Context: an optimization exercise on an open-source flow, tuned for small area, a short achievable clock period and few clock cycles. The choices shown serve that exercise and are no tape-out recipe.
Only simulation tests tie the RTL to the original design; equivalence was not proved.
Power is estimated from default activity; no workload was simulated.

==> design/flow/design.v <==
module fe_perm #(
    parameter NIN  = 64,
    parameter NOUT = 64,
    parameter [NOUT*7-1:0] TBL = {NOUT*7{1'b0}}
) (
    input  wire [NIN-1:0]  din,
    output wire [NOUT-1:0] dout
);
    genvar i;
    generate
        for (i = 0; i < NOUT; i = i + 1) begin : g_bit
            localparam integer SRC = {25'd0, TBL[(NOUT-1-i)*7 +: 7]};
            assign dout[NOUT-1-i] = din[NIN-SRC];
        end
    endgenerate
endmodule
module fe_sbox #(
    parameter [255:0] TBL = 256'd0
) (
    input  wire [5:0] din,
    output wire [3:0] dout
);
    wire [5:0] nidx = ~{din[5], din[0], din[4:1]};
    wire [255:0] t = TBL;
    assign dout = {t[{nidx, 2'd3}], t[{nidx, 2'd2}], t[{nidx, 2'd1}], t[{nidx, 2'd0}]};
endmodule
module fe_subst (
    input  wire [47:0] din,
    output wire [31:0] dout
);
    localparam [255:0] SBOX0 = {4'd14, 4'd4, 4'd13, 4'd1, 4'd2, 4'd15, 4'd11, 4'd8, 4'd3, 4'd10, 4'd6, 4'd12, 4'd5, 4'd9,
        4'd0, 4'd7, 4'd0, 4'd15, 4'd7, 4'd4, 4'd14, 4'd2, 4'd13, 4'd1, 4'd10, 4'd6, 4'd12,
        4'd11, 4'd9, 4'd5, 4'd3, 4'd8, 4'd4, 4'd1, 4'd14, 4'd8, 4'd13, 4'd6, 4'd2, 4'd11,
        4'd15, 4'd12, 4'd9, 4'd7, 4'd3, 4'd10, 4'd5, 4'd0, 4'd15, 4'd12, 4'd8, 4'd2, 4'd4,
        4'd9, 4'd1, 4'd7, 4'd5, 4'd11, 4'd3, 4'd14, 4'd10, 4'd0, 4'd6, 4'd13};
    localparam [255:0] SBOX1 = {4'd15, 4'd1, 4'd8, 4'd14, 4'd6, 4'd11, 4'd3, 4'd4, 4'd9, 4'd7, 4'd2, 4'd13, 4'd12, 4'd0,
        4'd5, 4'd10, 4'd3, 4'd13, 4'd4, 4'd7, 4'd15, 4'd2, 4'd8, 4'd14, 4'd12, 4'd0, 4'd1,
        4'd10, 4'd6, 4'd9, 4'd11, 4'd5, 4'd0, 4'd14, 4'd7, 4'd11, 4'd10, 4'd4, 4'd13, 4'd1,
        4'd5, 4'd8, 4'd12, 4'd6, 4'd9, 4'd3, 4'd2, 4'd15, 4'd13, 4'd8, 4'd10, 4'd1, 4'd3,
        4'd15, 4'd4, 4'd2, 4'd11, 4'd6, 4'd7, 4'd12, 4'd0, 4'd5, 4'd14, 4'd9};
    localparam [255:0] SBOX2 = {4'd10, 4'd0, 4'd9, 4'd14, 4'd6, 4'd3, 4'd15, 4'd5, 4'd1, 4'd13, 4'd12, 4'd7, 4'd11, 4'd4,
        4'd2, 4'd8, 4'd13, 4'd7, 4'd0, 4'd9, 4'd3, 4'd4, 4'd6, 4'd10, 4'd2, 4'd8, 4'd5,
        4'd14, 4'd12, 4'd11, 4'd15, 4'd1, 4'd13, 4'd6, 4'd4, 4'd9, 4'd8, 4'd15, 4'd3, 4'd0,
        4'd11, 4'd1, 4'd2, 4'd12, 4'd5, 4'd10, 4'd14, 4'd7, 4'd1, 4'd10, 4'd13, 4'd0, 4'd6,
        4'd9, 4'd8, 4'd7, 4'd4, 4'd15, 4'd14, 4'd3, 4'd11, 4'd5, 4'd2, 4'd12};
    localparam [255:0] SBOX3 = {4'd7, 4'd13, 4'd14, 4'd3, 4'd0, 4'd6, 4'd9, 4'd10, 4'd1, 4'd2, 4'd8, 4'd5, 4'd11, 4'd12,
        4'd4, 4'd15, 4'd13, 4'd8, 4'd11, 4'd5, 4'd6, 4'd15, 4'd0, 4'd3, 4'd4, 4'd7, 4'd2,
        4'd12, 4'd1, 4'd10, 4'd14, 4'd9, 4'd10, 4'd6, 4'd9, 4'd0, 4'd12, 4'd11, 4'd7, 4'd13,
        4'd15, 4'd1, 4'd3, 4'd14, 4'd5, 4'd2, 4'd8, 4'd4, 4'd3, 4'd15, 4'd0, 4'd6, 4'd10,
        4'd1, 4'd13, 4'd8, 4'd9, 4'd4, 4'd5, 4'd11, 4'd12, 4'd7, 4'd2, 4'd14};
    localparam [255:0] SBOX4 = {4'd2, 4'd12, 4'd4, 4'd1, 4'd7, 4'd10, 4'd11, 4'd6, 4'd8, 4'd5, 4'd3, 4'd15, 4'd13, 4'd0,
        4'd14, 4'd9, 4'd14, 4'd11, 4'd2, 4'd12, 4'd4, 4'd7, 4'd13, 4'd1, 4'd5, 4'd0, 4'd15,
        4'd10, 4'd3, 4'd9, 4'd8, 4'd6, 4'd4, 4'd2, 4'd1, 4'd11, 4'd10, 4'd13, 4'd7, 4'd8,
        4'd15, 4'd9, 4'd12, 4'd5, 4'd6, 4'd3, 4'd0, 4'd14, 4'd11, 4'd8, 4'd12, 4'd7, 4'd1,
        4'd14, 4'd2, 4'd13, 4'd6, 4'd15, 4'd0, 4'd9, 4'd10, 4'd4, 4'd5, 4'd3};
    localparam [255:0] SBOX5 = {4'd12, 4'd1, 4'd10, 4'd15, 4'd9, 4'd2, 4'd6, 4'd8, 4'd0, 4'd13, 4'd3, 4'd4, 4'd14, 4'd7,
        4'd5, 4'd11, 4'd10, 4'd15, 4'd4, 4'd2, 4'd7, 4'd12, 4'd9, 4'd5, 4'd6, 4'd1, 4'd13,
        4'd14, 4'd0, 4'd11, 4'd3, 4'd8, 4'd9, 4'd14, 4'd15, 4'd5, 4'd2, 4'd8, 4'd12, 4'd3,
        4'd7, 4'd0, 4'd4, 4'd10, 4'd1, 4'd13, 4'd11, 4'd6, 4'd4, 4'd3, 4'd2, 4'd12, 4'd9,
        4'd5, 4'd15, 4'd10, 4'd11, 4'd14, 4'd1, 4'd7, 4'd6, 4'd0, 4'd8, 4'd13};
    localparam [255:0] SBOX6 = {4'd4, 4'd11, 4'd2, 4'd14, 4'd15, 4'd0, 4'd8, 4'd13, 4'd3, 4'd12, 4'd9, 4'd7, 4'd5, 4'd10,
        4'd6, 4'd1, 4'd13, 4'd0, 4'd11, 4'd7, 4'd4, 4'd9, 4'd1, 4'd10, 4'd14, 4'd3, 4'd5,
        4'd12, 4'd2, 4'd15, 4'd8, 4'd6, 4'd1, 4'd4, 4'd11, 4'd13, 4'd12, 4'd3, 4'd7, 4'd14,
        4'd10, 4'd15, 4'd6, 4'd8, 4'd0, 4'd5, 4'd9, 4'd2, 4'd6, 4'd11, 4'd13, 4'd8, 4'd1,
        4'd4, 4'd10, 4'd7, 4'd9, 4'd5, 4'd0, 4'd15, 4'd14, 4'd2, 4'd3, 4'd12};
    localparam [255:0] SBOX7 = {4'd13, 4'd2, 4'd8, 4'd4, 4'd6, 4'd15, 4'd11, 4'd1, 4'd10, 4'd9, 4'd3, 4'd14, 4'd5, 4'd0,
        4'd12, 4'd7, 4'd1, 4'd15, 4'd13, 4'd8, 4'd10, 4'd3, 4'd7, 4'd4, 4'd12, 4'd5, 4'd6,
        4'd11, 4'd0, 4'd14, 4'd9, 4'd2, 4'd7, 4'd11, 4'd4, 4'd1, 4'd9, 4'd12, 4'd14, 4'd2,
        4'd0, 4'd6, 4'd10, 4'd13, 4'd15, 4'd3, 4'd5, 4'd8, 4'd2, 4'd1, 4'd14, 4'd7, 4'd4,
        4'd10, 4'd8, 4'd13, 4'd15, 4'd12, 4'd9, 4'd0, 4'd3, 4'd5, 4'd6, 4'd11};
    fe_sbox #(.TBL(SBOX0)) u_s0 (.din(din[47:42]), .dout(dout[31:28]));
    fe_sbox #(.TBL(SBOX1)) u_s1 (.din(din[41:36]), .dout(dout[27:24]));
    fe_sbox #(.TBL(SBOX2)) u_s2 (.din(din[35:30]), .dout(dout[23:20]));
    fe_sbox #(.TBL(SBOX3)) u_s3 (.din(din[29:24]), .dout(dout[19:16]));
    fe_sbox #(.TBL(SBOX4)) u_s4 (.din(din[23:18]), .dout(dout[15:12]));
    fe_sbox #(.TBL(SBOX5)) u_s5 (.din(din[17:12]), .dout(dout[11:8]));
    fe_sbox #(.TBL(SBOX6)) u_s6 (.din(din[11:6]),  .dout(dout[7:4]));
    fe_sbox #(.TBL(SBOX7)) u_s7 (.din(din[5:0]),   .dout(dout[3:0]));
endmodule
module fe_round #(
    parameter [48*7-1:0] T_E = {48*7{1'b0}},
    parameter [32*7-1:0] T_P = {32*7{1'b0}}
) (
    input  wire [63:0] din,
    input  wire [47:0] subkey,
    input  wire        subst,
    input  wire [47:0] sin,
    output wire [63:0] dout,
    output wire [31:0] sout
);
    wire [31:0] l = din[63:32];
    wire [31:0] r = din[31:0];
    wire [47:0] expanded;
    wire [31:0] permuted;
    fe_perm #(.NIN(32), .NOUT(48), .TBL(T_E)) u_e (.din(r & {32{~subst}}), .dout(expanded));
    fe_subst u_s (.din(expanded ^ (subst ? sin : subkey)), .dout(sout));
    fe_perm #(.NIN(32), .NOUT(32), .TBL(T_P)) u_p (.din(sout), .dout(permuted));
    assign dout = {r, permuted ^ ~l};
endmodule
module feistel_engine (
    input  wire        clk,
    input  wire        rst,         
    input  wire        cmd_valid,
    input  wire [71:0] cmd,
    output wire        cmd_ready,
    output wire [63:0] blk,
    output wire [7:0]  status
);
    localparam [64*7-1:0] T_IP = {7'd58, 7'd50, 7'd42, 7'd34, 7'd26, 7'd18, 7'd10, 7'd2, 7'd60, 7'd52, 7'd44, 7'd36, 7'd28,
        7'd20, 7'd12, 7'd4, 7'd62, 7'd54, 7'd46, 7'd38, 7'd30, 7'd22, 7'd14, 7'd6, 7'd64,
        7'd56, 7'd48, 7'd40, 7'd32, 7'd24, 7'd16, 7'd8, 7'd57, 7'd49, 7'd41, 7'd33, 7'd25,
        7'd17, 7'd9, 7'd1, 7'd59, 7'd51, 7'd43, 7'd35, 7'd27, 7'd19, 7'd11, 7'd3, 7'd61,
        7'd53, 7'd45, 7'd37, 7'd29, 7'd21, 7'd13, 7'd5, 7'd63, 7'd55, 7'd47, 7'd39, 7'd31,
        7'd23, 7'd15, 7'd7};
    localparam [64*7-1:0] T_IPINV = {7'd40, 7'd8, 7'd48, 7'd16, 7'd56, 7'd24, 7'd64, 7'd32, 7'd39, 7'd7, 7'd47, 7'd15, 7'd55,
        7'd23, 7'd63, 7'd31, 7'd38, 7'd6, 7'd46, 7'd14, 7'd54, 7'd22, 7'd62, 7'd30, 7'd37,
        7'd5, 7'd45, 7'd13, 7'd53, 7'd21, 7'd61, 7'd29, 7'd36, 7'd4, 7'd44, 7'd12, 7'd52,
        7'd20, 7'd60, 7'd28, 7'd35, 7'd3, 7'd43, 7'd11, 7'd51, 7'd19, 7'd59, 7'd27, 7'd34,
        7'd2, 7'd42, 7'd10, 7'd50, 7'd18, 7'd58, 7'd26, 7'd33, 7'd1, 7'd41, 7'd9, 7'd49,
        7'd17, 7'd57, 7'd25};
    localparam [48*7-1:0] T_E = {7'd32, 7'd1, 7'd2, 7'd3, 7'd4, 7'd5, 7'd4, 7'd5, 7'd6, 7'd7, 7'd8, 7'd9, 7'd8, 7'd9, 7'd10,
        7'd11, 7'd12, 7'd13, 7'd12, 7'd13, 7'd14, 7'd15, 7'd16, 7'd17, 7'd16, 7'd17, 7'd18,
        7'd19, 7'd20, 7'd21, 7'd20, 7'd21, 7'd22, 7'd23, 7'd24, 7'd25, 7'd24, 7'd25, 7'd26,
        7'd27, 7'd28, 7'd29, 7'd28, 7'd29, 7'd30, 7'd31, 7'd32, 7'd1};
    localparam [32*7-1:0] T_P = {7'd16, 7'd7, 7'd20, 7'd21, 7'd29, 7'd12, 7'd28, 7'd17, 7'd1, 7'd15, 7'd23, 7'd26, 7'd5,
        7'd18, 7'd31, 7'd10, 7'd2, 7'd8, 7'd24, 7'd14, 7'd32, 7'd27, 7'd3, 7'd9, 7'd19,
        7'd13, 7'd30, 7'd6, 7'd22, 7'd11, 7'd4, 7'd25};
    localparam [56*7-1:0] T_PC1 = {7'd57, 7'd49, 7'd41, 7'd33, 7'd25, 7'd17, 7'd9, 7'd1, 7'd58, 7'd50, 7'd42, 7'd34, 7'd26,
        7'd18, 7'd10, 7'd2, 7'd59, 7'd51, 7'd43, 7'd35, 7'd27, 7'd19, 7'd11, 7'd3, 7'd60,
        7'd52, 7'd44, 7'd36, 7'd63, 7'd55, 7'd47, 7'd39, 7'd31, 7'd23, 7'd15, 7'd7, 7'd62,
        7'd54, 7'd46, 7'd38, 7'd30, 7'd22, 7'd14, 7'd6, 7'd61, 7'd53, 7'd45, 7'd37, 7'd29,
        7'd21, 7'd13, 7'd5, 7'd28, 7'd20, 7'd12, 7'd4};
    localparam [48*7-1:0] T_PC2 = {7'd14, 7'd17, 7'd11, 7'd24, 7'd1, 7'd5, 7'd3, 7'd28, 7'd15, 7'd6, 7'd21, 7'd10, 7'd23,
        7'd19, 7'd12, 7'd4, 7'd26, 7'd8, 7'd16, 7'd7, 7'd27, 7'd20, 7'd13, 7'd2, 7'd41,
        7'd52, 7'd31, 7'd37, 7'd47, 7'd55, 7'd30, 7'd40, 7'd51, 7'd45, 7'd33, 7'd48, 7'd44,
        7'd49, 7'd39, 7'd56, 7'd34, 7'd53, 7'd46, 7'd42, 7'd50, 7'd36, 7'd29, 7'd32};
    localparam [15:0] SHIFT2 = 16'b0111111011111100;
    localparam [1:0] CAUSE_ILLEGAL = 2'd1;
    localparam [1:0] CAUSE_NOKEYS  = 2'd2;
    localparam [2:0] ST_IDLE = 3'd0;
    localparam [2:0] ST_CIPH = 3'd1;    
    localparam [2:0] ST_WALK = 3'd2;    
    localparam [2:0] ST_IPN  = 3'd3;    
    localparam [2:0] ST_ONE  = 3'd4;    
    localparam [2:0] ST_IP1  = 3'd5;    
    localparam [2:0] ST_RB1  = 3'd6;    
    localparam [2:0] ST_RB2  = 3'd7;    
    reg  [2:0]  state;
    reg  [3:0]  cnt;
    reg  [3:0]  tgt;
    reg         dec;
    reg  [3:0]  kind;         
    reg         is_rnd;       
    reg         subst_mode;   
    reg  [63:0] blk_r;
    reg  [55:0] cd;
    reg         kvalid;
    reg         fault;
    reg  [1:0]  cause;
    wire [63:0] blk_v;        
    fe_perm #(.NIN(64), .NOUT(64), .TBL(T_IPINV)) u_out (.din(blk_r), .dout(blk_v));
    assign cmd_ready = (state == ST_IDLE);
    assign blk       = blk_v;
    assign status    = {3'b000, 1'b0, cause, fault, kvalid};
    wire [7:0] op       = cmd[71:64];
    wire [3:0] fam      = op[7:4];
    wire [3:0] sel      = op[3:0];
    wire       imm_zero = (cmd[63:0] == 64'd0);
    wire is_nop   = (op == 8'h00) && imm_zero;
    wire is_ldkey = (op == 8'h10);
    wire is_ldblk = (op == 8'h11);
    wire is_ksgen = (op == 8'h20) && imm_zero;
    wire is_getsk = (fam == 4'h3) && imm_zero;
    wire is_perm  = (fam == 4'h4) && (sel <= 4'd5) && imm_zero;
    wire is_subst = (op == 8'h50) && imm_zero;
    wire is_round = (fam == 4'h6) && imm_zero;
    wire is_swap  = (op == 8'h70) && imm_zero;
    wire is_enc   = (op == 8'h80) && imm_zero;
    wire is_dec   = (op == 8'h81) && imm_zero;
    wire legal = is_nop | is_ldkey | is_ldblk | is_ksgen | is_getsk | is_perm |
                 is_subst | is_round | is_swap | is_enc | is_dec;
    wire needs_keys = is_getsk | is_round | is_enc | is_dec;
    wire take = cmd_valid && (state == ST_IDLE);
    wire ok   = take && !fault;
    wire run  = ok && legal && !(needs_keys && !kvalid);
    wire spec_enc = take && !fault && kvalid && (op == 8'h80);
    function [55:0] rotl;
        input [55:0] v;
        input integer n;
        integer b;
        begin
            for (b = 0; b < 28; b = b + 1) begin
                rotl[28 + b] = v[28 + (b + 28 - n) % 28];
                rotl[b]      = v[(b + 28 - n) % 28];
            end
        end
    endfunction
    wire [47:0] subkey;
    fe_perm #(.NIN(56), .NOUT(48), .TBL(T_PC2)) u_pc2k (.din(cd), .dout(subkey));
    wire [3:0]  nstep   = cnt + 4'd1;
    wire        two_fwd = SHIFT2[nstep];
    wire        two_bwd = SHIFT2[~cnt];
    wire [63:0] round_out;
    wire [31:0] sbox_out;
    fe_round #(.T_E(T_E), .T_P(T_P)) u_round (
        .din(blk_r), .subkey(subkey), .subst(subst_mode), .sin(blk_v[63:16]),
        .dout(round_out), .sout(sbox_out));
    wire [63:0] ip_v, pc1_v;
    wire [47:0] e_v, pc2_v;
    wire [31:0] p_v;
    fe_perm #(.NIN(64), .NOUT(64), .TBL(T_IP))  u_ip  (.din(blk_v), .dout(ip_v));
    fe_perm #(.NIN(32), .NOUT(48), .TBL(T_E))   u_e   (.din(blk_v[63:32]), .dout(e_v));
    fe_perm #(.NIN(32), .NOUT(32), .TBL(T_P))   u_p   (.din(blk_v[63:32]), .dout(p_v));
    fe_perm #(.NIN(64), .NOUT(56), .TBL(T_PC1)) u_pc1 (.din(blk_v), .dout(pc1_v[63:8]));
    fe_perm #(.NIN(56), .NOUT(48), .TBL(T_PC2)) u_pc2 (.din(blk_v[63:8]), .dout(pc2_v));
    assign pc1_v[7:0] = 8'd0;
    wire [63:0] ld_d, ip_d, e_d, p_d, pc1_d, pc2_d, sw_d, sub_d, key_d;
    fe_perm #(.NIN(64), .NOUT(64), .TBL(T_IP)) u_ipl (.din(cmd[63:0]),                  .dout(ld_d));
    fe_perm #(.NIN(64), .NOUT(64), .TBL(T_IP)) u_ipi (.din(ip_v),                       .dout(ip_d));
    fe_perm #(.NIN(64), .NOUT(64), .TBL(T_IP)) u_ipe (.din({e_v, 16'd0}),               .dout(e_d));
    fe_perm #(.NIN(64), .NOUT(64), .TBL(T_IP)) u_ipp (.din({p_v, 32'd0}),               .dout(p_d));
    fe_perm #(.NIN(64), .NOUT(64), .TBL(T_IP)) u_ipc (.din(pc1_v),                      .dout(pc1_d));
    fe_perm #(.NIN(64), .NOUT(64), .TBL(T_IP)) u_ipd (.din({pc2_v, 16'd0}),             .dout(pc2_d));
    fe_perm #(.NIN(64), .NOUT(64), .TBL(T_IP)) u_ips (.din({blk_v[31:0], blk_v[63:32]}), .dout(sw_d));
    fe_perm #(.NIN(64), .NOUT(64), .TBL(T_IP)) u_ipu (.din({sbox_out, 32'd0}),          .dout(sub_d));
    fe_perm #(.NIN(64), .NOUT(64), .TBL(T_IP)) u_ipk (.din({subkey, 16'd0}),            .dout(key_d));
    wire [55:0] pc1_imm;
    fe_perm #(.NIN(64), .NOUT(56), .TBL(T_PC1)) u_pc1k (.din(cmd[63:0]), .dout(pc1_imm));
    wire idle   = (state == ST_IDLE);
    wire last   = (cnt == 4'd15);
    wire at_tgt = (state == ST_WALK) && (cnt == tgt);
    wire b_ld   = !rst && idle && ok && is_ldblk;
    wire b_rnd  = !rst && (spec_enc || ((state == ST_CIPH) && !last) || (at_tgt && is_rnd));
    wire b_fin  = !rst && (((state == ST_CIPH) && last) || (state == ST_RB2));
    wire b_swp  = !rst && (state == ST_RB1);
    wire b_ip   = !rst && ((state == ST_IPN) || (state == ST_IP1));
    wire one    = !rst && (state == ST_ONE);
    wire b_e    = one && (kind == 4'h2);
    wire b_p    = one && (kind == 4'h3);
    wire b_pc1  = one && (kind == 4'h4);
    wire b_pc2  = one && (kind == 4'h5);
    wire b_sw   = one && (kind == 4'h6);
    wire b_sub  = one && (kind == 4'h8);
    wire b_key  = !rst && at_tgt && !is_rnd;
    wire b_hold = !rst && !(b_ld || b_rnd || b_fin || b_swp || b_ip || one || b_key);
    wire [63:0] blk_d =
        ({64{b_hold}} & blk_r) | ({64{b_ld}}  & ld_d)  | ({64{b_rnd}} & round_out) |
        ({64{b_fin}}  & {round_out[31:0], round_out[63:32]}) |
        ({64{b_swp}}  & {blk_r[31:0], blk_r[63:32]}) |
        ({64{b_ip}}   & ip_d)  | ({64{b_e}}   & e_d)   | ({64{b_p}}   & p_d)   |
        ({64{b_pc1}}  & pc1_d) | ({64{b_pc2}} & pc2_d) | ({64{b_sw}}  & sw_d)  |
        ({64{b_sub}}  & sub_d) | ({64{b_key}} & key_d);
    wire fwd    = ((state == ST_CIPH) && !dec) || (state == ST_WALK);
    wire bwd    = (state == ST_CIPH) && dec && !last;
    wire c_ld   = !rst && idle && take && is_ldkey;
    wire c_l1   = !rst && ((idle && take && op == 8'h80) || (fwd && !two_fwd));
    wire c_l2   = !rst && fwd && two_fwd;
    wire c_r1   = !rst && ((idle && take && op == 8'h81) || (bwd && !two_bwd) || (state == ST_RB1));
    wire c_r2   = !rst && bwd && two_bwd;
    wire c_hold = !rst && !(c_ld || c_l1 || c_l2 || c_r1 || c_r2);
    wire [55:0] cd_d =
        ({56{c_hold}} & cd) | ({56{c_ld}} & rotl(pc1_imm, 1)) |
        ({56{c_l1}} & rotl(cd, 1)) | ({56{c_l2}} & rotl(cd, 2)) |
        ({56{c_r1}} & rotl(cd, 27)) | ({56{c_r2}} & rotl(cd, 26));
    always @(posedge clk) begin
        blk_r <= blk_d;
        cd    <= cd_d;
    end
    always @(posedge clk) begin
        if (rst) begin
            state  <= ST_IDLE;
            kvalid <= 1'b0;
            fault  <= 1'b0;
            cause  <= 2'd0;
        end else begin
            case (state)
                ST_IDLE: begin
                    if (ok) begin
                        if (!legal) begin
                            fault <= 1'b1;
                            cause <= CAUSE_ILLEGAL;
                        end else if (needs_keys && !kvalid) begin
                            fault <= 1'b1;
                            cause <= CAUSE_NOKEYS;
                        end
                    end
                    if (spec_enc && !imm_zero)
                        state <= ST_RB1;
                    if (run) begin
                        if (is_ldkey)
                            kvalid <= 1'b0;
                        if (is_ksgen)
                            kvalid <= 1'b1;
                        if (is_enc || is_dec)
                            state <= ST_CIPH;
                        if (is_getsk)
                            state <= ST_WALK;
                        if (is_round || (is_perm && sel[2:1] == 2'd0))
                            state <= ST_IPN;
                        if ((is_perm && sel[2:1] != 2'd0) || is_subst || is_swap)
                            state <= ST_ONE;
                    end
                end
                ST_CIPH: if (last) state <= ST_IDLE;
                ST_WALK: if (last) state <= is_rnd ? ST_IP1 : ST_IDLE;
                ST_IPN:  if (cnt == 4'd0) state <= is_rnd ? ST_WALK : ST_IDLE;
                ST_RB1:  state <= ST_RB2;
                default: state <= ST_IDLE;
            endcase
        end
    end
    always @(posedge clk) begin
        subst_mode <= !rst && (state == ST_IDLE) && run && is_subst;
        case (state)
            ST_IDLE: begin
                cnt    <= (fam == 4'h6 || (fam == 4'h4 && sel[0])) ? 4'd4 :
                          (fam == 4'h8 && !sel[0]) ? 4'd1 : 4'd0;
                dec    <= op[0];
                tgt    <= sel;
                is_rnd <= (fam == 4'h6);
                kind   <= (fam == 4'h4) ? sel : (fam == 4'h5) ? 4'h8 : 4'h6;
            end
            ST_IPN: begin
                cnt    <= (cnt == 4'd0) ? 4'd0 : cnt - 4'd1;
            end
            default: begin
                cnt    <= cnt + 4'd1;
            end
        endcase
    end
endmodule
==> design/flow/run.sh <==
#!/bin/bash
# synth_recipe.tcl (not shown) runs the flow's synth.tcl, then flattens the netlist and writes it again
# the make line also repeats each setting of config.mk as NAME=value (left out here)
make -C /OpenROAD-flow-scripts/flow DESIGN_CONFIG=/design/flow/config.mk WORK_HOME=/design/flow/orfs CLKGATE_MAP_FILE= SYNTH_SCRIPT=/design/flow/synth_recipe.tcl finish
==> design/flow/config.mk <==
export PLATFORM = sky130hd
export DESIGN_NAME = feistel_engine
export DESIGN_NICKNAME = feistel_engine
export VERILOG_FILES = /design/flow/design.v
export SDC_FILE = /design/flow/constraint.sdc
export NUM_CORES = 4
export LEC_CHECK = 0
export ABC_AREA = 1
export CAP_MARGIN = 20
export CORE_MARGIN = 2
export CORE_UTILIZATION = 40
export SETUP_SLACK_MARGIN = 3.0
export SLEW_MARGIN = 20
==> design/flow/constraint.sdc <==
create_clock -name core_clock -period 5.5 [get_ports {clk}]
set_input_delay 1.1000 -clock core_clock [delete_from_list [all_inputs] [get_ports {clk}]]
set_output_delay 1.1000 -clock core_clock [all_outputs]
set_load 0.01 [all_outputs]
==> out/summary.md, run 1 <==
The flow ran to the end and the layout has no timing, DRC or antenna violations. The signal on the critical path passes through buf_12 -> buf_12 -> buf_8 -> o21ai_4 -> xnor2_2 -> buf_4 -> buf_6 -> ha_1 -> o21ai_2 -> o21ai_1 -> nand2_1 -> nand3_2 -> nand2_4 -> xor2_4 -> nand2_1 -> nand2_1. Once the floorplan was initialized, standard cells occupied 40.8% of the core. For this run, design rule violations remaining after detail routing come to 0.

The count of boundary I/O pins is 148, and the slew at the pin closest to its max-slew limit is 0.907 ns. The area share of the leading cell type in the synthesized netlist was 17.1%; the final hold violation count was 0. Number of buffers added by the clock tree synthesis step: 17. The run gives 33.7% as the sequential fraction of design power.

Setup repair after global routing could not meet its margin everywhere. The run gives 360 MHz as the highest clock frequency the design can meet. The finished layout holds 3,634 standard cells, fillers aside.

The floorplan has 72 rows. The cell leakage power came out at 0.00992 µW. The worst setup path is captured at a register.

The floorplan step defined a die boundary enclosing 41,200 µm². Combinational cells account for 26.3% of the total power. For the warning count from the yosys run, the log shows 1. The logs give 2 for the number of buffers between clock root and the deepest sink and 5.92 ns for the worst endpoint required time. On the final layout, the worst hold slack is 0.512 ns. Summing over every cut layer, the via total after detailed routing is 25,800. For the setup clock skew after layout, the log shows 0.00884 ns. The number of port buffers came out at 143. The worst setup path is launched from a register.

The cell occurring most often along the worst timing path is sky130_fd_sc_hd__nand2_1. The number of placed cells counting well taps is 3,292, and the synthesized-area fraction occupied by xor and xnor cells is 2.59%. Among all cell types in the netlist, the one instantiated most often is sky130_fd_sc_hd__nand2_1. For the net switching component of the power, the log shows 1140 µW. The critical path class is reg -> reg. The height of the die came out at 203 µm. The tools report the least setup slack across all paths after layout as 2.72 ns.

The logs give 141 for the CTS sink count and 0 for the final number of setup-violating endpoints. Of the post-synthesis cell area, the part taken by muxes is 0%. The run gives 118 mm as the total wire length after detailed routing. The combined global-route utilization of all metal layers came out at 53.1%. Data on the critical path arrives at its endpoint at 3.19 ns.

The area of the mapped netlist was 15,800 µm²; the final weighted congestion of routability-driven global placement was 1.11. The core region is 38,800 µm². Counting the fill cells in the layout gives 3,412. The synthesized design contains 9 enable-type register cells. The tightest min-delay check is of the reg -> reg type. For the worst slack after detailed placement, the log shows 1.27 ns.

The tools report the total power of the final layout as 3140 µW. Summing the areas of all compound-gate instances in the mapped netlist gives 29.1% of the synthesized area. The tools report the clock tree root buffer cell as sky130_fd_sc_hd__clkbuf_16.

IR analysis of the VDD net gives a maximum drop of 0.245 mV. The H-tree was split into 4 levels. The final sum of negative setup slack is 0 ns, and the total grt overflow is 0. The clock reaches the later pin of the worst-skew pair after 0.48 ns. Dividing the detail-routed via count by the number of cells gives 7.09. The share of post-route cells with drive strength above 1 is 37.5%, and the horizontal die dimension is 203 µm.

After synthesis, the mean cell area works out to 5.82 µm². For the number of global-route vias before repair, the log shows 22,800. The final clock period utilization by the worst path was 50.5%; the post-DP HPWL was 74.7 mm. The first global-routing pass estimated 158 mm of wire. For the initial antenna violation count, the log shows 15. Max-cap violations in this run came to 0. The total buffers and inverters traversed by the critical path works out to 5. The synthesized netlist devotes 34.6% of its cell area to simple gates. On the worst path, the slowest cell contributes a delay of 0.46 ns. The commonest cells after synthesis are 719 x sky130_fd_sc_hd__nand2_1, 262 x sky130_fd_sc_hd__inv_1, 238 x sky130_fd_sc_hd__nand3_1.

The run gives 2,719 as the synthesized instance count. The internal portion of the total power is 2000 µW. In this run switching power makes up 36.3% of total power. Growth of design area from synthesis to finish: 56.5%. Summing the areas of all fa, ha and maj instances in the mapped netlist gives 3.80% of the synthesized area. In this run, the number of DRC markers left after iteration 0 of detailed routing was 5,176.

The logs give 3,217 for the net count of the finished layout and 38.9% for the worst slew slack as a fraction of its limit. By area, the combinational part of the netlist is dominated by simple AND/OR/NAND/NOR gates. Entering global routing, the biggest net connects 57 pins. TritonCTS built the clock tree. The clock transition at the register clock pins on the worst setup and hold paths after CTS works out to 0.07 ns. The minimum clock period after layout works out to 2.78 ns.

The slowest stage cell on the critical path was sky130_fd_sc_hd__dfxtp_4. The part of the Yosys area used for sequential elements came out at 18.4%. The post-synthesis sequential element count is 141, and the wire length per cell is 32.5 µm.

Of all nets on the critical path, the largest fanout is 6. The logs give 0 for the final-report max-slew violation count and 0 for the number of routed nets with antenna violations. Most used flip-flop cell after synthesis: sky130_fd_sc_hd__dfxtp_1.

Counting flops with an async set or reset pin after synthesis yields a share of 0%. After clock tree synthesis, the flow added hold-fix buffers numbering 0. The cell family contributing the most delay on the critical path was buffers and inverters. After synthesis, the cell types taking the most area are sky130_fd_sc_hd__nand2_1 17%, sky130_fd_sc_hd__dfxtp_1 17%, sky130_fd_sc_hd__nand3_1 7.5%, sky130_fd_sc_hd__a21oi_1 7.2%, sky130_fd_sc_hd__inv_1 6.2%.

Dividing total power by cell area gives a power density of 127 nW/µm². The number of iterations in the first detailed-routing pass is 13, and the number of distinct standard cells referenced by the synthesized netlist is 59. The run gives 40.0% as the portion of total power attributed to the clock network. Of all cell types, the one taking the most synthesized area is sky130_fd_sc_hd__nand2_1.
-- path summary, 6_finish.rpt --
| check | slack (ns) | start | depth (start not counted) | to |
|---|---|---|---|---|
| min reg2reg | 0.51 | cd[42] | 2 | cd[42] |
| max reg2reg | 2.72 | subst_mode | 16 | blk_r[24] |
| min | 0.51 | cd[42] | 2 | cd[42] |
| max | 2.72 | subst_mode | 16 | blk_r[24] |
-- tightest hold or removal path, delay by kind of cell, from the launching register on --
kind / cells / cell delay (ns)
flip-flops: 1 / 0.33
AND/OR/NAND/NOR: 2 / 0.13
-- flip-flops by register name, indices dropped and copies added, names as in the netlist --
| signal | flops |
|---|---|
| cnt | 4 |
| fault | 1 |
| kind | 4 |
| subst_mode | 1 |
| blk_r | 64 |
| is_rnd | 1 |
| kvalid | 1 |
| tgt | 4 |
| cause | 2 |
| cd | 56 |
| state | 3 |
-- area by class of cell --
| cell class | instances | area [µm²] | area share (%) |
|---|---|---|---|
| clock buffers | 19 | 464 | 1.87 |
| clock inverters | 13 | 126 | 0.510 |
| inverters | 295 | 1320 | 5.31 |
| repair buffers | 496 | 4850 | 19.6 |
| flip-flops and latches | 141 | 3120 | 12.6 |
| repair inverters | 5 | 40.0 | 0.162 |
| well taps | 518 | 648 | 2.62 |
| multi-input cells | 2138 | 14200 | 57.3 |
| diodes | 9 | 22.5 | 0.0909 |
-- cell families (layout without fill, tap and decap cells) --
family,count (synthesis),in the layout
simple gates,1285,1286
other cells,1,13
flops,141,141
xor+xnor,37,37
buf+inv,444,828
fa+ha+maj,48,48
compound gates,763,763
-- power by group through the flow --
stage,clock (µW),sequential (µW),combinational [µW]
after global placement,0,1110,498
after CTS,1230,1060,644
final,1260,1060,825
after floorplan,0,1100,292
after global routing,1280,1060,836
after detailed placement,0,1110,503
-- per-stage QoR --
stage / cell area (µm²) / utilization, %
final: 24800 / 63.8
after global routing: 24800 / 63.8
after CTS: 22500 / 58.0
after detailed placement: 17800 / 45.8
after global placement: 17800 / 45.8
after floorplan: 16000 / -
-- routing by layer --
layer,part of all wire [%],vias to the layer above,wire length (µm),track usage [%]
li1,-,10200,-,-
met1,34,11900,40400,62.0
met2,39,2697,45800,75.3
met3,17,868,20100,28.1
met4,9.7,14,11500,34.3
met5,0.20,-,240,0.833
-- repair_timing --
action                                  4_1_cts  5_1_grt
gates resized for setup                     911      480
endpoints found under the hold margin         0        0
setup buffers                               183       91
gates cloned                                 18        9
endpoints found under the setup margin      190      131
pin swaps                                   221      247
-- placed cells by master (no fill, tap or decap), types with 31 or more instances in the layout --
cell	synthesis	final
sky130_fd_sc_hd__nand2_1	719	582
sky130_fd_sc_hd__buf_4	17	244
sky130_fd_sc_hd__inv_1	262	194
sky130_fd_sc_hd__a21oi_1	227	176
sky130_fd_sc_hd__nand3_1	238	138
sky130_fd_sc_hd__o22ai_1	137	134
sky130_fd_sc_hd__nor2_1	181	116
sky130_fd_sc_hd__o21ai_0	165	107
sky130_fd_sc_hd__nand2_2	5	96
sky130_fd_sc_hd__nand4_1	93	93
sky130_fd_sc_hd__nand3_2	0	83
sky130_fd_sc_hd__o211ai_1	63	63
sky130_fd_sc_hd__dfxtp_1	132	63
sky130_fd_sc_hd__o21ai_1	46	55
sky130_fd_sc_hd__inv_2	29	50
sky130_fd_sc_hd__buf_6	2	50
sky130_fd_sc_hd__dfxtp_4	0	49
sky130_fd_sc_hd__dlygate4sd2_1	0	46
sky130_fd_sc_hd__nand2_4	0	44
sky130_fd_sc_hd__a21oi_2	1	44
sky130_fd_sc_hd__nor2_2	2	39
sky130_fd_sc_hd__o21ai_2	14	37
sky130_fd_sc_hd__buf_12	0	34
sky130_fd_sc_hd__o221ai_1	35	33
sky130_fd_sc_hd__clkbuf_2	1	31
Testbench counts, summed over its fixed seeds: cycles 26,762.
==> run 2, diff against run 1 <==
==> design/flow/flow/run.sh (new file) <==
#!/bin/bash
export BUFFER_PORTS_ARGS="-buffer_cell sky130_fd_sc_hd__buf_4"
bash standard.sh > standard_flow.log 2>&1
==> design/flow/standard.sh (new file) <==
#!/bin/bash
# synth_recipe.tcl (not shown) runs the flow's synth.tcl, then flattens the netlist and writes it again
# the make line also repeats each setting of config.mk as NAME=value (left out here)
make -C /OpenROAD-flow-scripts/flow DESIGN_CONFIG=/design/flow/config.mk WORK_HOME=/design/flow/orfs CLKGATE_MAP_FILE= SYNTH_SCRIPT=/design/flow/synth_recipe.tcl "${@:-finish}"
--- a/design/flow/config.mk
+++ b/design/flow/config.mk
@@ -7,3 +7,2 @@
 export LEC_CHECK = 0
-export ABC_AREA = 1
 export CAP_MARGIN = 20
@@ -11,3 +10,3 @@
 export CORE_UTILIZATION = 40
-export SETUP_SLACK_MARGIN = 3.0
+export SETUP_SLACK_MARGIN = 2.5
 export SLEW_MARGIN = 20
removed: design/flow/run.sh
==> out/summary.md, run 2 <==
The flow ran to the end and the layout has no timing, DRC or antenna violations. The flip-flop count of the largest register, all copies and words added is 64 (unchanged), and the number of enable flip-flop cells after synthesis is 9 (unchanged). The total wire length after detailed routing was 90.2 mm (was 118 mm); the final design utilization was 48.5% (was 63.8%).

Biggest regs: blk_r: 64 flops, cd: 56 flops (unchanged). The highest fanout seen on the critical path is 25 (was 6), and the initial cell density of the core is 40.5% (was 40.8%). The logs give 316 MHz (was 360 MHz) for the highest clock frequency the design can meet and 0 (unchanged) for the number of routed nets with antenna violations. The least setup slack across all paths after layout is 2.34 ns (was 2.72 ns), and the count of cells along the worst register-to-register path is 8 (was 16). The run gives 39.5% (was 53.1%) as the combined global-route utilization of all metal layers.

The worst endpoint required time was 5.79 ns (was 5.92 ns). The worst setup path endpoint was blk_r[27] (was blk_r[24]). Data arrival time of the critical path: 3.45 ns (was 3.19 ns). The logs give 33.0 mm (was 40.4 mm) for the wire length on met1 and 30.4% (was 38.9%) for the worst slew slack as a fraction of its limit. The register name with the most flops was blk_r (unchanged). Detailed-route DRC error count: 0 (unchanged). The number of port buffers was 143 (unchanged). The total power per unit cell area is 125 nW/µm² (was 127 nW/µm²). The total via count in the routed design was 20,400 (was 25,800); the total met2 wirelength after detailed routing was 36.2 mm (was 45.8 mm). The wire length per cell was 32.6 µm (was 32.5 µm); the maximum number of pins on one net before global-route repair was 65 (was 57). The endpoint type of the worst setup path was a register (unchanged). The topmost layer with routed signal wires is met5 (unchanged). The critical path class is in -> reg (was reg -> reg). The latest clock arrival within the worst-skew pair was 0.45 ns (was 0.48 ns); the number of cells on the critical path was 10 (was 16).

Number of buffers between clock root and the deepest sink: 2 (unchanged). The path type of the worst min-delay path was reg -> reg (unchanged). The tools report the final weighted congestion of routability-driven global placement as 1.06 (was 1.11). Most frequent cell after synthesis: sky130_fd_sc_hd__nand2_1 (unchanged).

The run gives 17 (unchanged) as the number of buffers added by the clock tree synthesis step. The tools report the portion of total power attributed to the clock network as 47.8% (was 40.0%). The hold path depth is 2 (unchanged), and the final clock period utilization by the worst path is 57.5% (was 50.5%).

The cell internal power dissipation was 1760 µW (was 2000 µW). Cell family contributing the most delay on the critical path: compound AO/OA/AOI/OAI gates (was buffers and inverters). The final sum of negative setup slack was 0 ns (unchanged); the height of the die was 207 µm (was 203 µm).

The maximum vdd drop came out at 0.159 mV (was 0.245 mV). The number of placed cells counting well taps was 2,646 (was 3,292). The horizontal die dimension came out at 207 µm (was 203 µm). Post-synth top cells: 240 x sky130_fd_sc_hd__nand2_1, 145 x sky130_fd_sc_hd__a22oi_1, 141 x sky130_fd_sc_hd__nand3_1 (was 719 x sky130_fd_sc_hd__nand2_1, 262 x sky130_fd_sc_hd__inv_1, 238 x sky130_fd_sc_hd__nand3_1). Most used flip-flop cell after synthesis: sky130_fd_sc_hd__dfxtp_1 (unchanged).

Synth top area cells: sky130_fd_sc_hd__dfxtp_1 16%, sky130_fd_sc_hd__a22oi_1 6.6%, sky130_fd_sc_hd__nand2_1 5.5%, sky130_fd_sc_hd__a222oi_1 5.1%, sky130_fd_sc_hd__nand3_1 4.3% (was sky130_fd_sc_hd__nand2_1 17%, sky130_fd_sc_hd__dfxtp_1 17%, sky130_fd_sc_hd__nand3_1 7.5%, sky130_fd_sc_hd__a21oi_1 7.2%, sky130_fd_sc_hd__inv_1 6.2%). The sequential fraction of design power was 42.5% (was 33.7%). Total number of H-tree levels: 4 (unchanged).

The minimum clock period after layout is 3.16 ns (was 2.78 ns), and the total buffers and inverters traversed by the critical path is 2 (was 5). The area of the mapped netlist was 16,500 µm² (was 15,800 µm²); the number of iterations in the first detailed-routing pass was 12 (was 13). For the final-report max-slew violation count, the log shows 0 (unchanged). Startpoint kind of the worst setup timing path: an input pin (was a register). The run gives 9.7% (was 26.3%) as the part of the power in combinational logic. The die area was 43,000 µm² (was 41,200 µm²); the post-synthesis sequential element count was 141 (unchanged). The count of boundary I/O pins is 148 (unchanged), and the slew at the pin closest to its max-slew limit is 1.04 ns (was 0.907 ns). Part of the Yosys area used for sequential elements: 17.6% (was 18.4%). The launch point of the worst reg-to-reg path was state[2] (was subst_mode). For the net count of the finished layout, the log shows 2,342 (was 3,217). The cell type with the largest total area after synthesis was sky130_fd_sc_hd__dfxtp_1 (was sky130_fd_sc_hd__nand2_1). Setup repair after global routing could not meet its margin everywhere. The slowest stage cell on the critical path is sky130_fd_sc_hd__a22oi_2 (was sky130_fd_sc_hd__dfxtp_4). The growth of design area from synthesis to finish was 19.9% (was 56.5%).

The run gives 13.5 mm (was 20.1 mm) as the wire length on met3. Clock tree root buffer cell: sky130_fd_sc_hd__clkbuf_16 (unchanged). The run gives 2,193 (was 2,719) as the synthesized instance count. Endpoint of the most critical register-to-register path: blk_r[8] (was blk_r[24]). The area share of the leading cell type in the synthesized netlist was 16.0% (was 17.1%). The run gives 2480 µW (was 3140 µW) as the total power of the final layout.

The share of synthesized flip-flops with an asynchronous set or reset works out to 0% (unchanged). The logs give 0 (unchanged) for the final hold violation count and 128 mm (was 158 mm) for the wire length of the first global-routing pass. The synthesized area per cell is 7.54 µm² (was 5.82 µm²), and the number of maximum-capacitance constraint violations is 0 (unchanged). The maximum single-stage delay on the critical path is 0.52 ns (was 0.46 ns). TritonCTS built the clock tree. For the post-cts hold buffer count, the log shows 0 (unchanged).

The final standard cell count with taps included and fillers excluded is 2,765 (was 3,634), and the net switching share of the total power is 28.8% (was 36.3%). The cell row count is 74 (was 72). The share of post-route cells with drive strength above 1 is 26.4% (was 37.5%). For the worst slack after detailed placement, the log shows 1.49 ns (was 1.27 ns). The detail-routed via count per cell is 7.36 (was 7.09). The final number of setup-violating endpoints is 0 (unchanged), and the clock transition at the register clock pins on the worst setup and hold paths after CTS is 0.07 ns (about the same). For the number of DRC violations after detailed-routing iteration 0, the log shows 3,709 (was 5,176). The cell leakage power was 0.00722 µW (was 0.00992 µW); the total grt overflow was 0 (unchanged). The initial antenna violation count was 2 (was 15); the net switching component of the power was 714 µW (was 1140 µW). Most common cell after layout, fill and taps aside: sky130_fd_sc_hd__buf_4 (was sky130_fd_sc_hd__nand2_1).

The worst setup slack for register-to-register paths was 2.43 ns (was 2.72 ns); the CTS sink count was 141 (unchanged). The run gives 0.0179 ns (was 0.00884 ns) as the setup clock skew after layout. The post-DP HPWL came out at 60.1 mm (was 74.7 mm).

Launching element of the worst setup path: rst (was subst_mode). Cells along the critical path: buf_6 -> or4b_4 -> nor2_4 -> and4b_4 -> buf_4 -> a22oi_2 -> nand3_1 -> a221o_1 -> a21oi_1 -> o221ai_1 (was buf_12 -> buf_12 -> buf_8 -> o21ai_4 -> xnor2_2 -> buf_4 -> buf_6 -> ha_1 -> o21ai_2 -> o21ai_1 -> nand2_1 -> nand3_2 -> nand2_4 -> xor2_4 -> nand2_1 -> nand2_1). For the number of global-route vias before repair, the log shows 18,500 (was 22,800). For the number of distinct standard cells referenced by the synthesized netlist, the log shows 112 (was 59). The tools report the core region area as 40,800 µm² (was 38,800 µm²).

Highest-count cells in the layout ignoring fill and taps: 259 x sky130_fd_sc_hd__buf_4, 238 x sky130_fd_sc_hd__nand2_1, 141 x sky130_fd_sc_hd__nand3_1, 141 x sky130_fd_sc_hd__a22oi_1, 100 x sky130_fd_sc_hd__nor2_1 (was 582 x sky130_fd_sc_hd__nand2_1, 244 x sky130_fd_sc_hd__buf_4, 194 x sky130_fd_sc_hd__inv_1, 176 x sky130_fd_sc_hd__a21oi_1, 138 x sky130_fd_sc_hd__nand3_1). The warning count from the yosys run is 1 (unchanged).
==> run 2: power by group through the flow <==
| stage | clock network [µW] | registers [µW] | logic (µW) |
|---|---|---|---|
| floorplan | 0 | 1070 | 103 |
| global placement | 0 | 1080 | 204 |
| detailed placement | 0 | 1080 | 205 |
| CTS | 1170 | 1050 | 213 |
| global route | 1230 | 1050 | 243 |
| finish | 1180 | 1050 | 240 |
==> run 2: cell type report <==
class,count,area [µm²]
antenna,1,2.50
clock buffer,19,443
clock inverter,13,133
fill,4035,21000
inverter,40,175
multi-input combinational,1736,13100
sequential,141,2980
tap,532,666
timing repair buffer,283,2320
==> run 2: worst min-delay path by stage <==
| stage | startpoint | end |
|---|---|---|
| after floorplan | cd[31] | cd[32] |
| after global placement | cause[0] | cause[0] |
| after detailed placement | cause[0] | cause[0] |
| after CTS | cause[0] | cause[0] |
| after global routing | cause[0] | cause[0] |
| final | cause[0] | cause[0] |
==> run 2: cell families (layout without fill, tap and decap cells) <==
| logic type | after synthesis | count (layout) | synth area share [%] |
|---|---|---|---|
| buffers and inverters | 327 | 355 | 9.55 |
| AND/OR/NAND/NOR | 667 | 672 | 19.9 |
| XOR/XNOR | 119 | 119 | 6.44 |
| other | 1 | 5 | 0.0227 |
| adder cells (fa/ha/maj) | 49 | 49 | 3.69 |
| multiplexers | 82 | 82 | 5.57 |
| AO/OA/AOI/OAI | 807 | 810 | 37.2 |
| flip-flops | 141 | 141 | 17.6 |
==> run 2: through the flow <==
step / instance area, µm² / hold slack (ns)
after floorplan: 16500 / 0.488
after global placement: 17400 / 0.500
after detailed placement: 17400 / 0.505
after CTS: 18600 / 0.522
after global routing: 19800 / 0.558
final: 19800 / 0.525
==> run 2: repair_timing <==
item,in CTS,in global routing
gates resized for setup,95,155
gates cloned,7,3
setup buffers,18,58
endpoints found under the setup margin,124,123
pin swaps,11,25
==> run 2: tightest hold or removal path, cell delays in order (launching register included) <==
cell and delay [ns]:
sky130_fd_sc_hd__dfxtp_1 0.34, sky130_fd_sc_hd__a21oi_1 0.07, sky130_fd_sc_hd__nor2_1 0.08
==> run 2: layer usage <==
metal / vias to the layer above / GRT usage, %
met1: 9614 / 49.9
met3: 481 / 15.3
met2: 1743 / 55.6
li1: 8520 / -
met5: - / 1.00
met4: 2 / 25.3
==> run 3, diff against run 2 <==
--- a/design/flow/config.mk
+++ b/design/flow/config.mk
@@ -7,2 +7,3 @@
 export LEC_CHECK = 0
+export ABC_AREA = 1
 export CAP_MARGIN = 20
==> out/summary.md, run 3 <==
The final hold violation count came out at 0 (unchanged). The number of port buffers was 143 (unchanged). The register name with the most flops is blk_r (unchanged).

CTS sink count: 141 (unchanged). The final weighted congestion of routability-driven global placement is 1.15 (was 1.06). The cell row count was 72 (was 74).

Highest clock frequency the design can meet: 325 MHz (was 316 MHz). The most used flip-flop cell after synthesis is sky130_fd_sc_hd__dfxtp_1 (unchanged). The run gives 3.45 ns (about the same) as the data arrival time of the critical path. The slowest stage cell on the critical path was sky130_fd_sc_hd__dfxtp_2 (was sky130_fd_sc_hd__a22oi_2). The worst endpoint required time is 5.88 ns (was 5.79 ns), and the total number of H-tree levels is 4 (unchanged). Endpoint type of the worst setup path: a register (unchanged).

The tools report the final standard cell count with taps included and fillers excluded as 3,394 (was 2,765). The minimum clock period after layout was 3.08 ns (was 3.16 ns). The detail-routed via count per cell is 6.81 (was 7.36).

For the number of buffers added by the clock tree synthesis step, the log shows 17 (unchanged). Net count of the finished layout: 2,981 (was 2,342). The tools report the total wire length after detailed routing as 104 mm (was 90.2 mm). The run gives 0.49 ns (was 0.45 ns) as the latest clock arrival within the worst-skew pair. The number of distinct standard cells referenced by the synthesized netlist was 59 (was 112); the maximum vdd drop was 0.258 mV (was 0.159 mV). The topmost layer with routed signal wires was met5 (unchanged).

The tools report the number of global-route vias before repair as 20,600 (was 18,500). The post-DP HPWL is 75.5 mm (was 60.1 mm), and the share of synthesized flip-flops with an asynchronous set or reset is 0% (unchanged). Cells along the critical path: inv_1 -> nand2_1 -> nand3_1 -> o21ai_2 -> clkinvlp_4 -> buf_4 -> buf_4 -> a31o_2 -> o21ai_1 -> nand3_1 -> nand3_2 -> nand2_1 (was buf_6 -> or4b_4 -> nor2_4 -> and4b_4 -> buf_4 -> a22oi_2 -> nand3_1 -> a221o_1 -> a21oi_1 -> o221ai_1).

Count of boundary I/O pins: 148 (unchanged). Highest-count cells in the layout ignoring fill and taps: 690 x sky130_fd_sc_hd__nand2_1, 246 x sky130_fd_sc_hd__buf_4, 240 x sky130_fd_sc_hd__inv_1, 227 x sky130_fd_sc_hd__a21oi_1, 224 x sky130_fd_sc_hd__nand3_1 (was 259 x sky130_fd_sc_hd__buf_4, 238 x sky130_fd_sc_hd__nand2_1, 141 x sky130_fd_sc_hd__nand3_1, 141 x sky130_fd_sc_hd__a22oi_1, 100 x sky130_fd_sc_hd__nor2_1). Setup repair after global routing could not meet its margin everywhere.

The logs give 3,287 (was 2,646) for the number of placed cells counting well taps and 2,719 (was 2,193) for the synthesized instance count. Core region area: 38,800 µm² (was 40,800 µm²). The tools report the number of maximum-capacitance constraint violations as 0 (unchanged). The final hold slack came out at 0.502 ns (was 0.525 ns). The most common cell after layout, fill and taps aside is sky130_fd_sc_hd__nand2_1 (was sky130_fd_sc_hd__buf_4). Biggest regs: blk_r: 64 flops, cd: 56 flops (unchanged). The cell type with the largest total area after synthesis is sky130_fd_sc_hd__nand2_1 (was sky130_fd_sc_hd__dfxtp_1). For the wire length of the first global-routing pass, the log shows 144 mm (was 128 mm). The clock transition at the register clock pins on the worst setup and hold paths after CTS was 0.08 ns (was 0.07 ns); the wire length on met3 was 16.5 mm (was 13.5 mm). The cell family contributing the most delay on the critical path is simple AND/OR/NAND/NOR gates (was compound AO/OA/AOI/OAI gates). Detailed-route DRC error count: 0 (unchanged). The maximum number of pins on one net before global-route repair was 57 (was 65). The initial antenna violation count came out at 8 (was 2). The height of the die is 203 µm (was 207 µm), and the die area is 41,200 µm² (was 43,000 µm²). The total power per unit cell area is 150 nW/µm² (was 125 nW/µm²), and the number of DRC violations after detailed-routing iteration 0 is 4,059 (was 3,709).

The most frequent cell after synthesis is sky130_fd_sc_hd__nand2_1 (unchanged). TritonCTS built the clock tree. The critical path class is reg -> reg (was in -> reg). The flow ran to the end and the layout has no timing, DRC or antenna violations. The number of iterations in the first detailed-routing pass was 9 (was 12). The run gives 2 (unchanged) as the number of buffers between clock root and the deepest sink.

The clock tree root buffer cell was sky130_fd_sc_hd__clkbuf_16 (unchanged). The number of enable flip-flop cells after synthesis works out to 9 (unchanged). The placement-stage cell area was 17,300 µm² (was 17,400 µm²). The cell leakage power was 0.00793 µW (was 0.00722 µW).

The number of routed nets with antenna violations came out at 0 (unchanged). The horizontal die dimension is 203 µm (was 207 µm). The maximum single-stage delay on the critical path works out to 0.53 ns (was 0.52 ns). Combined global-route utilization of all metal layers: 48.3% (was 39.5%). Synth top area cells: sky130_fd_sc_hd__nand2_1 17%, sky130_fd_sc_hd__dfxtp_1 17%, sky130_fd_sc_hd__nand3_1 7.5%, sky130_fd_sc_hd__a21oi_1 7.2%, sky130_fd_sc_hd__inv_1 6.2% (was sky130_fd_sc_hd__dfxtp_1 16%, sky130_fd_sc_hd__a22oi_1 6.6%, sky130_fd_sc_hd__nand2_1 5.5%, sky130_fd_sc_hd__a222oi_1 5.1%, sky130_fd_sc_hd__nand3_1 4.3%).

The setup clock skew after layout is 0.0174 ns (was 0.0179 ns). The flip-flop count of the largest register, all copies and words added was 64 (unchanged). For the cell area after layout, the log shows 19,300 µm² (was 19,800 µm²). Post-synthesis sequential element count: 141 (unchanged). The path type of the worst min-delay path is reg -> reg (unchanged).

The logs give 15,800 µm² (was 16,500 µm²) for the area of the mapped netlist and 18.4% (was 17.6%) for the part of the Yosys area used for sequential elements. The slew at the pin closest to its max-slew limit was 1.13 ns (was 1.04 ns); the total grt overflow was 0 (unchanged). The synthesized area per cell is 5.82 µm² (was 7.54 µm²), and the final clock period utilization by the worst path is 55.9% (was 57.5%).

Startpoint kind of the worst setup timing path: a register (was an input pin). The wire length on met1 is 38.4 mm (was 33.0 mm), and the growth of design area from synthesis to finish is 22.1% (was 19.9%). The total buffers and inverters traversed by the critical path is 4 (was 2), and the total met2 wirelength after detailed routing is 41.0 mm (was 36.2 mm).

Final number of setup-violating endpoints: 0 (unchanged). The tools report the total via count in the routed design as 23,100 (was 20,400). The post-cts hold buffer count was 0 (unchanged). Post-synth top cells: 719 x sky130_fd_sc_hd__nand2_1, 262 x sky130_fd_sc_hd__inv_1, 238 x sky130_fd_sc_hd__nand3_1 (was 240 x sky130_fd_sc_hd__nand2_1, 145 x sky130_fd_sc_hd__a22oi_1, 141 x sky130_fd_sc_hd__nand3_1). The worst slew slack as a fraction of its limit is 24.1% (was 30.4%), and the warning count from the yosys run is 1 (unchanged).

The wire length per cell was 30.6 µm (was 32.6 µm). The initial cell density of the core is 40.8% (was 40.5%), and the final sum of negative setup slack is 0 ns (unchanged). Area share of the leading cell type in the synthesized netlist: 17.1% (was 16.0%). The final-report max-slew violation count was 0 (unchanged). The highest fanout seen on the critical path works out to 12 (was 25). The share of post-route cells with drive strength above 1 works out to 17.6% (was 26.4%).
-- run 3: changes by cell type after synthesis, sizes merged, moves of 82 or more --
cell / before / now
a222oi: 85 / 0
a22oi: 145 / 6
nand3: 141 / 238
nand2: 243 / 724
inv: 40 / 291
o22ai: 13 / 137
o21ai: 146 / 228
a21oi: 94 / 228
-- run 3: timing repair --
item | 4_1_cts | 5_1_grt
buffers inserted | 20 | 46
gates cloned | 2 | 2
resized for setup | 76 | 118
endpoints found under the setup margin | 65 | 110
pin swaps | 5 | 16
-- run 3: final timing paths --
kind | from | end | slack, ns | cells after the start
worst min-delay path | cd[19] | cd[19] | 0.50 | 2
worst max-delay path | blk_r[7] | blk_r[20] | 2.42 | 12
worst max register to register | blk_r[7] | blk_r[20] | 2.42 | 12
worst min register to register | cd[19] | cd[19] | 0.50 | 2
-- run 3: kinds of logic after synthesis --
logic type               share of synthesized area, %
flip-flops                                       18.4
buffers and inverters                            11.5
XOR/XNOR                                         2.59
AND/OR/NAND/NOR                                  34.6
AO/OA/AOI/OAI                                    29.1
other                                          0.0237
adder cells (fa/ha/maj)                          3.80
-- run 3: power by group --
part / internal, µW / switching (µW)
sequential: 1050 / 28.1
clock: 695 / 572
combinational: 161 / 392
-- run 3: routing by layer --
layer	global-route usage (%)	vias up
met1	59.8	10800
met5	1.43	-
met3	21.4	465
met4	29.0	13
li1	-	9731
met2	68.4	2056
-- run 3: through the flow --
step	worst slack [ns]	utilization, %	total power (µW)
floorplan	2.72	-	1380
global placement	1.48	44.5	1590
detailed placement	1.46	44.6	1590
CTS	2.43	47.4	2830
global route	2.45	49.7	2940
finish	2.42	49.8	2900
-- run 3: final cells by class --
type                    count  area (µm²)
flip-flops and latches    141        2940
diodes                      6        15.0
well taps                 518         648
clock inverters            12         136
inverters                 295        1200
multi-input cells        2137       11700
fillers                  4162       19500
clock buffers              19         454
repair buffers            266        2220
-- run 3: worst register-to-register path: cells and delay by family (launching register included) --
| kind | cells | cell delay (ns) |
|---|---|---|
| AOI/OAI and AO/OA | 3 | 0.75 |
| buffers and inverters | 4 | 0.84 |
| and+or+nand+nor | 5 | 0.85 |
| DFF | 1 | 0.53 |
==> run 4, diff against run 3 <==
--- a/design/flow/config.mk
+++ b/design/flow/config.mk
@@ -11,3 +11,3 @@
 export CORE_UTILIZATION = 40
-export SETUP_SLACK_MARGIN = 2.5
+export SETUP_SLACK_MARGIN = 2.75
 export SLEW_MARGIN = 20
==> out/summary.md, run 4 <==
The count of boundary I/O pins was 148 (unchanged); the final clock period utilization by the worst path was 52.1% (was 55.9%). The latest clock arrival within the worst-skew pair was 0.49 ns (about the same); the area of the mapped netlist was 15,800 µm² (unchanged). The slowest stage cell on the critical path is sky130_fd_sc_hd__dfxtp_2 (unchanged).

The share of synthesized flip-flops with an asynchronous set or reset was 0% (unchanged). The cell type with the largest total area after synthesis was sky130_fd_sc_hd__nand2_1 (unchanged). For the total wire length after detailed routing, the log shows 106 mm (was 104 mm). The detailed-route DRC error count was 0 (unchanged); the hold path depth was 2 (unchanged).

Synth top area cells: sky130_fd_sc_hd__nand2_1 17%, sky130_fd_sc_hd__dfxtp_1 17%, sky130_fd_sc_hd__nand3_1 7.5%, sky130_fd_sc_hd__a21oi_1 7.2%, sky130_fd_sc_hd__inv_1 6.2% (unchanged). The clock tree root buffer cell was sky130_fd_sc_hd__clkbuf_16 (unchanged). The clock transition at the register clock pins on the worst setup and hold paths after CTS works out to 0.07 ns (was 0.08 ns). For the die area, the log shows 41,200 µm² (unchanged). Highest-count cells in the layout ignoring fill and taps: 631 x sky130_fd_sc_hd__nand2_1, 247 x sky130_fd_sc_hd__buf_4, 217 x sky130_fd_sc_hd__inv_1, 209 x sky130_fd_sc_hd__a21oi_1, 168 x sky130_fd_sc_hd__nand3_1 (was 690 x sky130_fd_sc_hd__nand2_1, 246 x sky130_fd_sc_hd__buf_4, 240 x sky130_fd_sc_hd__inv_1, 227 x sky130_fd_sc_hd__a21oi_1, 224 x sky130_fd_sc_hd__nand3_1). Height of the die: 203 µm (unchanged). For the initial cell density of the core, the log shows 40.8% (unchanged). The synthesized area per cell works out to 5.82 µm² (unchanged). For the number of buffers between clock root and the deepest sink, the log shows 2 (unchanged). The launch point of the worst reg-to-reg path is blk_r[1] (was blk_r[7]).

CTS sink count: 141 (unchanged). The wire length per cell is 30.9 µm (was 30.6 µm). The number of maximum-capacitance constraint violations was 0 (unchanged); the final sum of negative setup slack was 0 ns (unchanged). Post-cts hold buffer count: 0 (unchanged). The run gives 6 (was 8) as the initial antenna violation count. The tools report the endpoint type of the worst setup path as a register (unchanged). The number of DRC violations after detailed-routing iteration 0 was 4,711 (was 4,059); the number of enable flip-flop cells after synthesis was 9 (unchanged).

The minimum clock period after layout came out at 2.87 ns (was 3.08 ns). Cells along the critical path: inv_1 -> o21ai_1 -> nand2_2 -> buf_6 -> buf_12 -> ha_4 -> nand2_2 -> o21ai_2 -> o211ai_1 -> o211ai_1 -> buf_4 -> nand2_4 -> nand2_4 -> nand3_4 -> o211ai_1 (was inv_1 -> nand2_1 -> nand3_1 -> o21ai_2 -> clkinvlp_4 -> buf_4 -> buf_4 -> a31o_2 -> o21ai_1 -> nand3_1 -> nand3_2 -> nand2_1). The detail-routed via count per cell is 6.87 (was 6.81). The path type of the worst min-delay path is reg -> reg (unchanged). The area share of the leading cell type in the synthesized netlist came out at 17.1% (unchanged). The run gives 12,800 µm² (was 11,700 µm²) as the total area of multi-input combinational cells.

The share of post-route cells with drive strength above 1 came out at 26.3% (was 17.6%). The total power per unit cell area was 140 nW/µm² (was 150 nW/µm²); the part of the Yosys area used for sequential elements was 18.4% (unchanged). Setup repair after global routing could not meet its margin everywhere. The maximum number of pins on one net before global-route repair came out at 57 (unchanged).

The horizontal die dimension is 203 µm (unchanged). The most common cell after layout, fill and taps aside is sky130_fd_sc_hd__nand2_1 (unchanged). For the number of buffers added by the clock tree synthesis step, the log shows 17 (unchanged).

The slew at the pin closest to its max-slew limit came out at 0.778 ns (was 1.13 ns). The number of port buffers was 143 (unchanged). The tools report the worst slew slack as a fraction of its limit as 48.1% (was 24.1%). For the wire length of the first global-routing pass, the log shows 146 mm (was 144 mm).

The total grt overflow was 0 (unchanged); the growth of design area from synthesis to finish was 33.2% (was 22.1%). The post-synthesis sequential element count was 141 (unchanged). The footprint of the flip-flops and latches is 2940 µm² (unchanged), and the number of distinct standard cells referenced by the synthesized netlist is 59 (unchanged). The run gives 74.9 mm (was 75.5 mm) as the post-DP HPWL. The tools report the final hold violation count as 0 (unchanged). For the worst setup slack for register-to-register paths, the log shows 2.63 ns (was 2.42 ns).

Most frequent cell after synthesis: sky130_fd_sc_hd__nand2_1 (unchanged). The data arrival time of the critical path was 3.21 ns (was 3.45 ns). For the cell row count, the log shows 72 (unchanged). The cell leakage power is 0.00841 µW (was 0.00793 µW). The flip-flop count of the largest register, all copies and words added works out to 64 (unchanged). TritonCTS built the clock tree. Synthesized instance count: 2,719 (unchanged).

The setup clock skew after layout is 0.0159 ns (was 0.0174 ns), and the maximum single-stage delay on the critical path is 0.53 ns (about the same). The number of routed nets with antenna violations is 0 (unchanged), and the final weighted congestion of routability-driven global placement is 1.15 (about the same). The logs give 38,800 µm² (unchanged) for the core region area and 17 (was 9) for the number of iterations in the first detailed-routing pass. The startpoint kind of the worst setup timing path was a register (unchanged).

Highest clock frequency the design can meet: 349 MHz (was 325 MHz). The maximum vdd drop was 0.249 mV (was 0.258 mV); the highest fanout seen on the critical path was 7 (was 12). The register name with the most flops is blk_r (unchanged). The number of global-route vias before repair came out at 20,700 (was 20,600). Post-synth top cells: 719 x sky130_fd_sc_hd__nand2_1, 262 x sky130_fd_sc_hd__inv_1, 238 x sky130_fd_sc_hd__nand3_1 (unchanged). Cell occurring most often along the worst timing path: sky130_fd_sc_hd__o211ai_1.

The worst slack after detailed placement was 0.809 ns (was 1.46 ns). The total via count in the routed design came out at 23,600 (was 23,100). Critical path class: reg -> reg (unchanged). The total number of H-tree levels came out at 4 (unchanged).

Biggest regs: blk_r: 64 flops, cd: 56 flops (unchanged). The combined global-route utilization of all metal layers came out at 49.1% (was 48.3%). The warning count from the yosys run was 1 (unchanged); the final-report max-slew violation count was 0 (unchanged).

The origin of the worst min-delay path is cd[19] (unchanged). The tools report the endpoint of the most critical register-to-register path as blk_r[49] (was blk_r[20]). The worst endpoint required time is 5.84 ns (was 5.88 ns), and the count of cells along the worst register-to-register path is 15 (was 12). The most used flip-flop cell after synthesis is sky130_fd_sc_hd__dfxtp_1 (unchanged). Final number of setup-violating endpoints: 0 (unchanged).

The least setup slack across all paths after layout was 2.63 ns (was 2.42 ns). The net count of the finished layout was 3,025 (was 2,981). The flow ran to the end and the layout has no timing, DRC or antenna violations. For the fill cell total of the finished layout, the log shows 3,899 (was 4,162).

The sink of the worst hold path is cd[19] (unchanged).
-- run 4: cell count changes in the layout (fill, tap and decap cells not counted), moves of 19 or more --
cell                      before  now
sky130_fd_sc_hd__o21ai_0     157  138
sky130_fd_sc_hd__nand2_1     690  631
sky130_fd_sc_hd__inv_1       240  217
sky130_fd_sc_hd__buf_6         5   33
sky130_fd_sc_hd__nand3_2      12   62
sky130_fd_sc_hd__nand2_2      29   71
sky130_fd_sc_hd__nand3_1     224  168
-- run 4: repair_timing --
item / 4_1_cts / 5_1_grt
cloned: 6 / 5
endpoints found under the setup margin: 125 / 125
pin swaps: 39 / 134
resized for setup: 204 / 336
buffers inserted: 54 / 50
-- run 4: kinds of logic after synthesis --
| logic type | share of synthesized area [%] |
|---|---|
| AOI/OAI and AO/OA | 29.1 |
| xor gates and xnor gates | 2.59 |
| adders and majority gates | 3.80 |
| buffers and inverters | 11.5 |
| DFF | 18.4 |
| other | 0.0237 |
| and+or+nand+nor | 34.6 |
-- run 4: worst max path at each step --
stage | cells after the start | endpoint | from
CTS | 16 | blk_r[23] | subst_mode
finish | 15 | blk_r[49] | blk_r[1]
floorplan | 14 | blk_r[20] | cmd[68]
detailed placement | 13 | blk_r[4] | cmd[69]
global route | 18 | blk_r[49] | subst_mode
global placement | 13 | blk_r[26] | cmd[71]
-- run 4: layer usage --
metal,part of all wire (%),track usage [%],routed length [µm]
met5,0.070,0.595,75
met4,8.9,32.4,9510
met3,16,21.8,16800
met2,38,67.4,40900
met1,37,61.3,39100
-- run 4: where the power goes --
part	total [µW]	internal, µW	switching [µW]
Combinational	625	192	433
Clock	1250	659	592
Sequential	1080	1050	29.9
Total	2960	1910	1060
-- run 4: critical path: cells and delay by family, from the launching register on --
| family | cells | cell delay, ns |
|---|---|---|
| buffers and inverters | 4 | 0.84 |
| adders and majority gates | 1 | 0.15 |
| and+or+nand+nor | 5 | 0.46 |
| DFF | 1 | 0.53 |
| AOI/OAI and AO/OA | 5 | 0.73 |
-- run 4: per-stage QoR --
step / cells / area (µm²) / util (%) / total power [µW] / hold slack, ns
2_1_floorplan: 2722 / 15900 / - / 1380 / 0.452
3_3_place_gp: 3286 / 17300 / 44.6 / 1590 / 0.464
3_5_place_dp: 3286 / 17300 / 44.6 / 1590 / 0.477
4_1_cts: 3378 / 19300 / 49.7 / 2850 / 0.492
5_1_grt: 3433 / 21100 / 54.2 / 3010 / 0.536
6_report: 3441 / 21100 / 54.3 / 2960 / 0.496
-- run 4: final cells by class --
class                           count  share of cell area [%]
Antenna cell                        8                  0.0950
Clock buffer                       20                    2.17
Clock inverter                     12                   0.606
Inverter                          295                    5.80
Multi-Input combinational cell   2139                    60.8
Sequential cell                   141                    14.0
Tap cell                          518                    3.08
Timing Repair Buffer              307                    13.4
Timing Repair inverter              1                  0.0356

afterwards: timing with drivers on the ports:
How much do the figures lean on ideal ports? The routed layouts below were timed once more, with nothing changed but the port constraints. Step 1 assumes that a clkbuf_16 drives the clock port and a buf_2 every other input. Step 2, shift: input delay + t, output delay - t, t = (earliest + latest rising clock arrival at the registers) / 2. This alone moves slack from input paths to output paths. Three values: ideal ports, drivers, drivers and shift; two values: the first two.
run	shift t [ns]	setup slack, ns	worst hold slack (ns)	clock arrival spread, ns	pins driven straight from the clock port
run 1	0.532	2.725 / 2.725 / 2.220	0.512 / 0.512 / 0.512	0.009 / 0.009	1
run 2	0.495	2.337 / 2.351 / 1.856	0.525 / 0.525 / 0.525	0.018 / 0.018	1
run 3	0.536	2.424 / 2.424 / 2.015	0.502 / 0.502 / 0.502	0.018 / 0.018	1
run 4	0.537	2.634 / 2.634 / 2.203	0.496 / 0.496 / 0.496	0.016 / 0.016	1
After both steps every run listed still meets setup and hold. The setup slack of run 1, which loses most, moves by 0.000 ns with the drivers and by -0.505 ns with both steps.
